Source: an optimization exercise on an open RTL-to-GDS flow (aim: small area, a short achievable clock period and few clock cycles per item). Production flows keep margins and buffers that such runs may drop. Function was checked by simulation only, so behaviour that the tests miss may differ from the original. Power is estimated from default activity; no workload was simulated.

--- design.v ---
module ch3vid (
    input  wire        clk,
    input  wire        rst,         
    input  wire        std_pal,     
    output wire        smp_valid,
    input  wire        smp_ready,
    output wire [4:0]  smp_row,     
    output wire [3:0]  smp_lv,      
    output wire        smp_last,    
    output wire        fb_re,
    output wire [13:0] fb_addr,
    input  wire [15:0] fb_rdata
);
    localparam [3:0] LV_SYNC  = 4'd12;
    localparam [3:0] LV_BLACK = 4'd0;
    localparam [3:0] LV_GRAY  = 4'd7;
    localparam [3:0] LV_WHITE = 4'd15;
    localparam [3:0] LV_BURST = 4'd13;
    localparam [7:0] N_L = 159, N_SHORT = 6, N_LONG = 73, N_NORMAL = 12, N_SERR = 67;
    localparam [7:0] N_BURST = 4, N_GAP_LS = 12;
    localparam [7:0] P_L = 160, P_SHORT = 5, P_LONG = 75, P_NORMAL = 10;
    localparam [7:0] P_BURST = 10, P_GAP_LS = 5;
    localparam [7:0] GAP_BK = 2, BURST_BK = 4, GAP_ACT = 1, BLANK_ACT = 11;
    localparam [7:0] FBW2     = 116;      
    localparam [13:0] STRIDE_W = 14'd29;    
    localparam [4:0]  UNITS    = 5'd29;     
    localparam [13:0]  N_HALF_W = 14'd6380;  
    localparam [13:0]  P_HALF_W = 14'd7656;  
    localparam [3:0] LT_SS = 4'd0, LT_LS = 4'd1, LT_BK = 4'd2, LT_S2L = 4'd3;
    localparam [3:0] LT_L2S = 4'd4, LT_ACT = 4'd5, LT_EOF = 4'd6;
    reg [7:0] vtm_ntsc [0:262];
    reg [7:0] vtm_pal  [0:312];
    initial begin
        $readmemh("vtm_ntsc.hex", vtm_ntsc);
        $readmemh("vtm_pal.hex",  vtm_pal);
    end
    localparam [2:0] S_LOOKUP = 3'd0, S_SEG = 3'd1, S_FETCH = 3'd2, S_WAIT = 3'd3, S_PIX = 3'd4;
    reg [2:0]  state;
    reg [9:0]  sln;        
    reg [4:0]  cur;        
    reg [8:0]  pixline;    
    reg        front;      
    reg [3:0]  code;       
    reg [2:0]  seg;        
    reg [7:0]  cnt;        
    reg [4:0]  unit;       
    reg [1:0]  nib;        
    reg [15:0] word;       
    reg [13:0] fb_ptr;     
    reg [7:0] seg_qty;
    reg [3:0] seg_lv;
    reg       seg_pix;
    reg       seg_end;     
    wire [7:0] L      = std_pal ? P_L      : N_L;
    wire [7:0] SHORT  = std_pal ? P_SHORT  : N_SHORT;
    wire [7:0] LONG   = std_pal ? P_LONG   : N_LONG;
    wire [7:0] NORMAL = std_pal ? P_NORMAL : N_NORMAL;
    wire [7:0] BURST  = std_pal ? P_BURST  : N_BURST;
    wire [7:0] GAP_LS = std_pal ? P_GAP_LS : N_GAP_LS;
    always @(*) begin
        seg_qty = 8'd0;
        seg_lv  = LV_BLACK;
        seg_pix = 1'b0;
        seg_end = 1'b0;
        case (code)
            LT_SS, LT_EOF: begin
                case (seg)
                    3'd0: begin seg_qty = SHORT; seg_lv = LV_SYNC; end
                    3'd1: begin seg_qty = LONG;  seg_lv = LV_BLACK; end
                    3'd2: begin seg_qty = SHORT; seg_lv = LV_SYNC; end
                    default: begin
                        seg_qty = L - (2*SHORT + LONG);
                        seg_lv  = (code == LT_EOF && !std_pal) ? LV_WHITE : LV_BLACK;
                        seg_end = 1'b1;
                    end
                endcase
            end
            LT_LS: begin
                case (seg)
                    3'd0: begin seg_qty = LONG;   seg_lv = LV_SYNC; end
                    3'd1: begin seg_qty = GAP_LS; seg_lv = LV_BLACK; end
                    3'd2: begin seg_qty = LONG;   seg_lv = LV_SYNC; end
                    default: begin seg_qty = L - (2*LONG + GAP_LS); seg_lv = LV_BLACK; seg_end = 1'b1; end
                endcase
            end
            LT_BK: begin
                case (seg)
                    3'd0: begin seg_qty = NORMAL;   seg_lv = LV_SYNC; end
                    3'd1: begin seg_qty = GAP_BK;   seg_lv = LV_BLACK; end
                    3'd2: begin seg_qty = BURST_BK; seg_lv = LV_BURST; end
                    default: begin
                        seg_qty = L - (NORMAL + GAP_BK + BURST_BK);
                        seg_lv  = (pixline == 9'd0) ? LV_GRAY : LV_BLACK;
                        seg_end = 1'b1;
                    end
                endcase
            end
            LT_S2L: begin
                if (!std_pal) begin    
                    case (seg)
                        3'd0: begin seg_qty = SHORT;  seg_lv = LV_SYNC; end
                        3'd1: begin seg_qty = LONG;   seg_lv = LV_BLACK; end
                        3'd2: begin seg_qty = N_SERR; seg_lv = LV_SYNC; end
                        default: begin seg_qty = L - (SHORT + LONG + N_SERR); seg_lv = LV_BLACK; seg_end = 1'b1; end
                    endcase
                end else begin
                    case (seg)
                        3'd0: begin seg_qty = SHORT; seg_lv = LV_SYNC; end
                        3'd1: begin seg_qty = LONG;  seg_lv = LV_BLACK; end
                        3'd2: begin seg_qty = LONG;  seg_lv = LV_SYNC; end
                        default: begin seg_qty = L - (SHORT + 2*LONG); seg_lv = LV_BLACK; seg_end = 1'b1; end
                    endcase
                end
            end
            LT_L2S: begin
                if (!std_pal) begin
                    case (seg)
                        3'd0: begin seg_qty = N_SERR; seg_lv = LV_SYNC; end
                        3'd1: begin seg_qty = NORMAL; seg_lv = LV_BLACK; end
                        3'd2: begin seg_qty = SHORT;  seg_lv = LV_SYNC; end
                        default: begin seg_qty = L - (N_SERR + NORMAL + SHORT); seg_lv = LV_BLACK; seg_end = 1'b1; end
                    endcase
                end else begin
                    case (seg)
                        3'd0: begin seg_qty = LONG;  seg_lv = LV_SYNC; end
                        3'd1: begin seg_qty = SHORT; seg_lv = LV_BLACK; end
                        3'd2: begin seg_qty = SHORT; seg_lv = LV_SYNC; end
                        default: begin seg_qty = L - (LONG + 2*SHORT); seg_lv = LV_BLACK; seg_end = 1'b1; end
                    endcase
                end
            end
            LT_ACT: begin
                case (seg)
                    3'd0: begin seg_qty = NORMAL;    seg_lv = LV_SYNC; end
                    3'd1: begin seg_qty = GAP_ACT;   seg_lv = LV_BLACK; end
                    3'd2: begin seg_qty = BURST;     seg_lv = LV_BURST; end
                    3'd3: begin seg_qty = BLANK_ACT; seg_lv = LV_BLACK; end
                    3'd4: begin seg_qty = FBW2;      seg_pix = 1'b1; end
                    default: begin
                        seg_qty = L - (NORMAL + GAP_ACT + BURST + BLANK_ACT + FBW2);
                        seg_lv  = LV_BLACK;
                        seg_end = 1'b1;
                    end
                endcase
            end
            default: ;
        endcase
    end
    wire [7:0] vtm_byte = std_pal ? vtm_pal[sln[9:1]] : vtm_ntsc[sln[9:1]];
    wire [3:0] lookup   = sln[0] ? vtm_byte[7:4] : vtm_byte[3:0];
    wire [13:0] half_w   = std_pal ? P_HALF_W : N_HALF_W;
    wire [13:0] row_base = (front ? half_w : 14'd0) + {5'd0, pixline} * STRIDE_W;
    reg [3:0] pix_lv;
    always @(*) begin
        case (nib)
            2'd0: pix_lv = word[3:0];
            2'd1: pix_lv = word[7:4];
            2'd2: pix_lv = word[11:8];
            default: pix_lv = word[15:12];
        endcase
    end
    wire fire = smp_valid && smp_ready;
    assign smp_valid = ((state == S_SEG) && !seg_pix) || (state == S_PIX);
    assign smp_row   = cur;
    assign smp_lv    = (state == S_PIX) ? pix_lv : seg_lv;
    assign smp_last  = (state == S_SEG) && seg_end && (cnt == seg_qty - 8'd1);
    assign fb_re   = (state == S_FETCH);
    assign fb_addr = fb_ptr;
    always @(posedge clk) begin
        if (rst) begin
            state   <= S_LOOKUP;
            sln     <= 10'd0;
            cur     <= 5'd0;
            pixline <= 9'd0;
            front   <= 1'b0;
            code    <= LT_SS;
            seg     <= 3'd0;
            cnt     <= 8'd0;
            unit    <= 5'd0;
            nib     <= 2'd0;
            word    <= 16'd0;
            fb_ptr  <= 14'd0;
        end else begin
            if (fire)
                cur <= cur + 5'd1;
            case (state)
                S_LOOKUP: begin
                    code   <= lookup;
                    seg    <= 3'd0;
                    cnt    <= 8'd0;
                    fb_ptr <= row_base;
                    state  <= S_SEG;
                end
                S_SEG: begin
                    if (seg_pix) begin
                        unit  <= 5'd0;
                        state <= S_FETCH;
                    end else if (fire) begin
                        if (cnt == seg_qty - 8'd1) begin
                            cnt <= 8'd0;
                            seg <= seg + 3'd1;
                            if (seg_end) begin
                                case (code)
                                    LT_SS:  pixline <= 9'd0;
                                    LT_ACT: pixline <= pixline + 9'd1;
                                    default: ;
                                endcase
                                if (code == LT_EOF) begin
                                    sln   <= 10'd0;
                                    front <= ~front;
                                end else begin
                                    sln <= sln + 10'd1;
                                end
                                state <= S_LOOKUP;
                            end
                        end else begin
                            cnt <= cnt + 8'd1;
                        end
                    end
                end
                S_FETCH: begin
                    state <= S_WAIT;
                end
                S_WAIT: begin
                    word  <= fb_rdata;
                    nib   <= 2'd0;
                    state <= S_PIX;
                end
                S_PIX: begin
                    if (fire) begin
                        nib <= nib + 2'd1;
                        if (nib == 2'd3) begin
                            if (unit == UNITS - 5'd1) begin
                                seg   <= seg + 3'd1;
                                state <= S_SEG;
                            end else begin
                                unit   <= unit + 5'd1;
                                fb_ptr <= fb_ptr + 14'd1;
                                state  <= S_FETCH;
                            end
                        end
                    end
                end
                default: state <= S_LOOKUP;
            endcase
        end
    end
endmodule
--- vtm_ntsc.hex ---
00
10
11
00
20
22
22
22
22
22
22
22
22
22
22
52
55
55
55
55
55
55
55
55
55
55
55
55
55
55
55
55
55
55
55
55
55
55
55
55
55
55
55
55
55
55
55
55
55
55
55
55
55
55
55
55
55
55
55
55
55
55
55
55
55
55
55
55
55
55
55
55
55
55
55
55
55
55
55
55
55
55
55
55
55
55
55
55
55
55
55
55
55
55
55
55
55
55
55
55
55
55
55
55
55
55
55
55
55
55
55
55
55
55
55
55
55
55
55
55
55
55
55
55
55
25
22
22
22
22
22
00
30
11
04
00
22
22
22
22
22
22
22
22
22
22
52
55
55
55
55
55
55
55
55
55
55
55
55
55
55
55
55
55
55
55
55
55
55
55
55
55
55
55
55
55
55
55
55
55
55
55
55
55
55
55
55
55
55
55
55
55
55
55
55
55
55
55
55
55
55
55
55
55
55
55
55
55
55
55
55
55
55
55
55
55
55
55
55
55
55
55
55
55
55
55
55
55
55
55
55
55
55
55
55
55
55
55
55
55
55
55
55
55
55
55
55
55
55
55
55
55
55
55
55
55
25
22
22
22
22
22
66
--- vtm_pal.hex ---
11
04
20
22
22
22
22
22
22
22
22
22
22
22
22
22
22
55
55
55
55
55
55
55
55
55
55
55
55
55
55
55
55
55
55
55
55
55
55
55
55
55
55
55
55
55
55
55
55
55
55
55
55
55
55
55
55
55
55
55
55
55
55
55
55
55
55
55
55
55
55
55
55
55
55
55
55
55
55
55
55
55
55
55
55
55
55
55
55
55
55
55
55
55
55
55
55
55
55
55
55
55
55
55
55
55
55
55
55
55
55
55
55
55
55
55
55
55
55
55
55
55
55
55
55
55
55
55
55
55
55
55
55
55
55
55
55
55
55
55
55
55
55
55
55
55
55
55
55
22
22
22
22
22
22
00
13
01
00
22
22
22
22
22
22
22
22
22
22
22
22
22
22
55
55
55
55
55
55
55
55
55
55
55
55
55
55
55
55
55
55
55
55
55
55
55
55
55
55
55
55
55
55
55
55
55
55
55
55
55
55
55
55
55
55
55
55
55
55
55
55
55
55
55
55
55
55
55
55
55
55
55
55
55
55
55
55
55
55
55
55
55
55
55
55
55
55
55
55
55
55
55
55
55
55
55
55
55
55
55
55
55
55
55
55
55
55
55
55
55
55
55
55
55
55
55
55
55
55
55
55
55
55
55
55
55
55
55
55
55
55
55
55
55
55
55
55
55
55
55
55
55
55
55
55
22
22
22
22
22
22
00
66
--- run.sh ---
#!/bin/bash
# synth_recipe.tcl (not shown) runs the flow's synth.tcl, then flattens the netlist and writes it again
# the make line also repeats each setting of config.mk as NAME=value (left out here)
make -C /OpenROAD-flow-scripts/flow DESIGN_CONFIG=/design/flow/config.mk WORK_HOME=/design/flow/orfs CLKGATE_MAP_FILE= SYNTH_SCRIPT=/design/flow/synth_recipe.tcl finish
--- config.mk ---
export PLATFORM = sky130hd
export DESIGN_NAME = ch3vid
export DESIGN_NICKNAME = ch3vid
export VERILOG_FILES = /design/flow/design.v
export SDC_FILE = /design/flow/constraint.sdc
export NUM_CORES = 4
export LEC_CHECK = 0
export CAP_MARGIN = 20
export CORE_MARGIN = 2
export CORE_UTILIZATION = 40
export SLEW_MARGIN = 20
--- constraint.sdc ---
create_clock -name core_clock -period 5.5 [get_ports {clk}]
set_input_delay 1.1000 -clock core_clock [delete_from_list [all_inputs] [get_ports {clk}]]
set_output_delay 1.1000 -clock core_clock [all_outputs]
set_load 0.01 [all_outputs]
==> results by group <==
Outcome
  – Run status: timing/DRC/antenna clean

Timing
  – # setup viols final: 0
  – Final worst path period share: 95.5%
  – RSZ-0062 raised after global routing: false
  – Skew final: 0.0159 ns
  – Final Hold Slack: 0.456 ns
  – Final Max Slew Viols: 0
  – Final hold violation count: 0
  – Worst-margin pin slew: 0.786 ns
  – Fin crit period: 5.25 ns
  – F_max: 190 MHz
  – Rel. slew slack: 47.2%
  – Setup TNS: 0 ns

Cells and area
  – Area growth syn-to-layout: 16.1%
  – N_diodes: 0
  – Nets@finish: 1075
  – Finished Core Util: 47.4%
  – Post-route insts no fill: 1210
  – Reg area: 1820 um2
  – Share of cells above drive strength 1: 12.5%
  – Multi-input logic area: 5080 um2
  – Fillers: 1822

Clocking
  – Worst skew pair latency: 0.36 ns
  – Clock Sinks: 91
  – CTS tree: yes
  – Clk buf depth: 2
  – CTS root buf: clkbuf_16
  – Clock-pin slew of the registers on the worst-case setup and hold paths: 0.07 ns
  – Htree depth: 3
  – Cts bufs inserted: 9
  – CTS hold repair buffers: 0

Routing
  – Post-DRT Antenna Nets: 0
  – DRC Markers: 0
  – Routed Wire Length: 19600 um
  – Pre-Repair DR Iteration Count: 5
  – Vias: 6725
  – Routed vias/inst: 5.56
  – Iter 0 DRT Violations: 509
  – Wirelength per Cell: 16.2 um

Die
  – Starting density of the core: 40.8%
  – Core Region: 18000 um2
  – Ports: 46
  – Die ar.: 19500 um2
  – Die extent in y: 140 um
  – Die span in x: 140 um
  – Row count: 49

Hold path
  – Hold path depth: 2
  – Worst hold path class: reg2reg

Critical path
  – CP Cell Sequence: clkbuf_2, nor4b_1, a2111oi_0, a311o_1, nor4b_4, ha_2, nand3b_1, nor4_1, a32oi_1, nand3_2, nand2_1, nor2_1, clkdlybuf4s50_1
  – Reg2reg path depth: 22
  – Startpoint Class: primary input
  – Crit-path max FO: 9
  – Worst path required time: 4.40 ns
  – Endpoint class of the critical path: output pin
  – Critical path type: in2out
  – Worst path max stage delay: 0.56 ns
  – CP Data Arrival Time: 4.15 ns
  – Max stage delay cell, worst path: clkdlybuf4s50_1

Job
  – Max-cap violations: 0

Global route
  – All-layer global routing usage: 20.2%
  – First-pass GRT wire length: 32500 um
  – Initial antenna violation count: 0
  – Pin count of the biggest net entering global routing: 62
  – Total gr overflow: 0
  – Vias in the first global route: 6361

Logic synthesis
  – Distinct cells, synth: 94
  – Sequential area share after synthesis: 24.8%
  – Syn. warnings: 1
  – Synthesized area: 7360 um2
  – Ys flop type: dfxtp_1
  – Ys async rst share: 0%
  – Post-Syn Nets: 1013
  – Synth Register Bits: 91
  – Post-synth EDFFs: 0
  – Mean post-synth cell area: 8.05 um2
  – Gate Count Post-Synth: 914

Placement
  – Port Buffer Count: 45
  – Dpl cells: 1194
  – Final RePlAce weighted congestion: 0.951
  – HPWL after DPL: 15000 um

Power and ir drop
  – Peak VDD IR: 0.000163 V
  – Leak: 3.54 nW
  – PwrDens: 180 nW/um2
## final timing paths
path                            startpoint  endpoint  slack, ns
worst max-delay path               std_pal  smp_last       0.25
worst min-delay path               word[4]   word[4]       0.46
worst max register to register      seg[0]  register       0.57
worst min register to register     word[4]   word[4]       0.46
## worst max-delay path: cells and delay by family
family	cells	cell delay, ns
simple gates	7	1.49
fa+ha+maj	1	0.28
compound gates	3	0.55
buf+inv	2	0.74
## logic make-up after synthesis
kind of cell	share of synthesized area, %
simple gates	24.1
compound gates	23.1
buf+inv	6.85
flops	24.8
fa+ha+maj	15.6
xor+xnor	4.17
mux	1.46
## synthesized netlist by cell type, types with 5 or more instances
cell type / n / area [um2]
nand2_1: 109 / 409
dfxtp_1: 91 / 1820
nor2_1: 89 / 334
a21oi_1: 71 / 355
ha_1: 58 / 726
o21ai_0: 48 / 240
inv_1: 45 / 169
nand3_1: 27 / 135
nor3_1: 26 / 130
clkbuf_1: 25 / 93.8
xnor2_1: 23 / 201
fa_1: 21 / 420
a211oi_1: 15 / 113
nand4_1: 15 / 93.8
buf_6: 14 / 158
xor2_1: 12 / 105
and3_1: 11 / 68.8
and2_1: 10 / 62.6
nand2b_1: 10 / 62.6
a311oi_1: 9 / 78.8
nor2b_1: 8 / 50.1
o211ai_1: 8 / 60.1
buf_2: 7 / 35.0
nor4_1: 7 / 43.8
or3_1: 7 / 43.8
a31oi_1: 6 / 37.5
o21ai_1: 6 / 30.0
o21bai_1: 5 / 37.5
o221ai_1: 5 / 43.8
## final cells by class
cell class              count  area share [%]
well taps                 229            3.35
multi-input cells         723            59.4
clock buffers               9            2.64
repair buffers            102            10.2
inverters                  49            2.18
flip-flops and latches     91            21.3
clock inverters             7           0.864
## metrics by stage
| step | setup slack (ns) | total power, mW | area, um2 |
|---|---|---|---|
| after floorplan | 0.653 | 0.844 | 7360 |
| after global placement | -0.159 | 0.920 | 8210 |
| after detailed placement | -0.236 | 0.919 | 8210 |
| after CTS | 0.0714 | 1.55 | 8510 |
| after global routing | 0.0869 | 1.60 | 8550 |
| final | 0.245 | 1.54 | 8550 |
## cell usage in the layout (no fill, tap or decap), types with 11 or more instances in the layout
cell type        Yosys  final
xnor2_1             23     23
buf_4                3     56
nor2_1              89     88
ha_1                58     54
clkdlybuf4s50_1      0     43
inv_1               45     45
nand3_1             27     27
a211oi_1            15     15
and3_1              11     11
nand4_1             15     15
dfxtp_1             91     91
nand2_1            109    109
nor3_1              26     25
fa_1                21     21
a21oi_1             71     71
o21ai_0             48     48
xor2_1              12     12
## routing by layer
metal  GRT usage (%)  part of all wire, %  vias to the layer above
met4            4.95                  1.2                        0
met2            31.9                   45                      165
li1                -                    -                     3395
met1            28.8                   49                     3151
met3            3.58                  4.3                       14
met5               0                    0                        -
## report_power, final
| part | switching (mW) | total [mW] | internal [mW] |
|---|---|---|---|
| clock network | 0.307 | 0.629 | 0.322 |
| registers | 0.0125 | 0.680 | 0.667 |
| logic | 0.126 | 0.231 | 0.105 |
| total | 0.446 | 1.54 | 1.09 |
## timing repair
action                     4_1_cts  5_1_grt
setup endpoints to repair        1        5
resized for setup                1       11
hold endpoints to repair         0        0
pin swaps                        0        0
setup buffers                    0        0
Testbench counts, summed over its fixed seeds: cycles 966,948, items 733,900.

==> what the ideal ports hide <==
The results above use ideal ports. As a check the final layout listed here was re-extracted and re-timed, cells and wires unchanged.
Step 1 (the two cells are an assumption about what drives the block):
set clk [get_ports {clk}]
set_driving_cell -lib_cell sky130_fd_sc_hd__clkbuf_16 $clk
set_driving_cell -lib_cell sky130_fd_sc_hd__buf_2 [delete_from_list [all_inputs] $clk]
Step 2 adds t to the input delays and takes it off the output delays; t is the mean of the earliest and latest rising clock arrival at the registers after step 1. Input paths then give back, and output paths get back, about the clock's delay inside the block.
Slacks: ideal / step 1 / step 2; pairs: ideal / step 1.
t (ns): 0.397
setup WS [ns]: 0.245 / 0.221 / 0.115
slew at the worst register clock pin (ns): 0.08 / 0.08
pins driven straight from the clock port: 1
After both steps setup and hold are still met in this run. For this run, drivers alone change the setup slack by -0.024 ns; drivers and shift together by -0.130 ns.
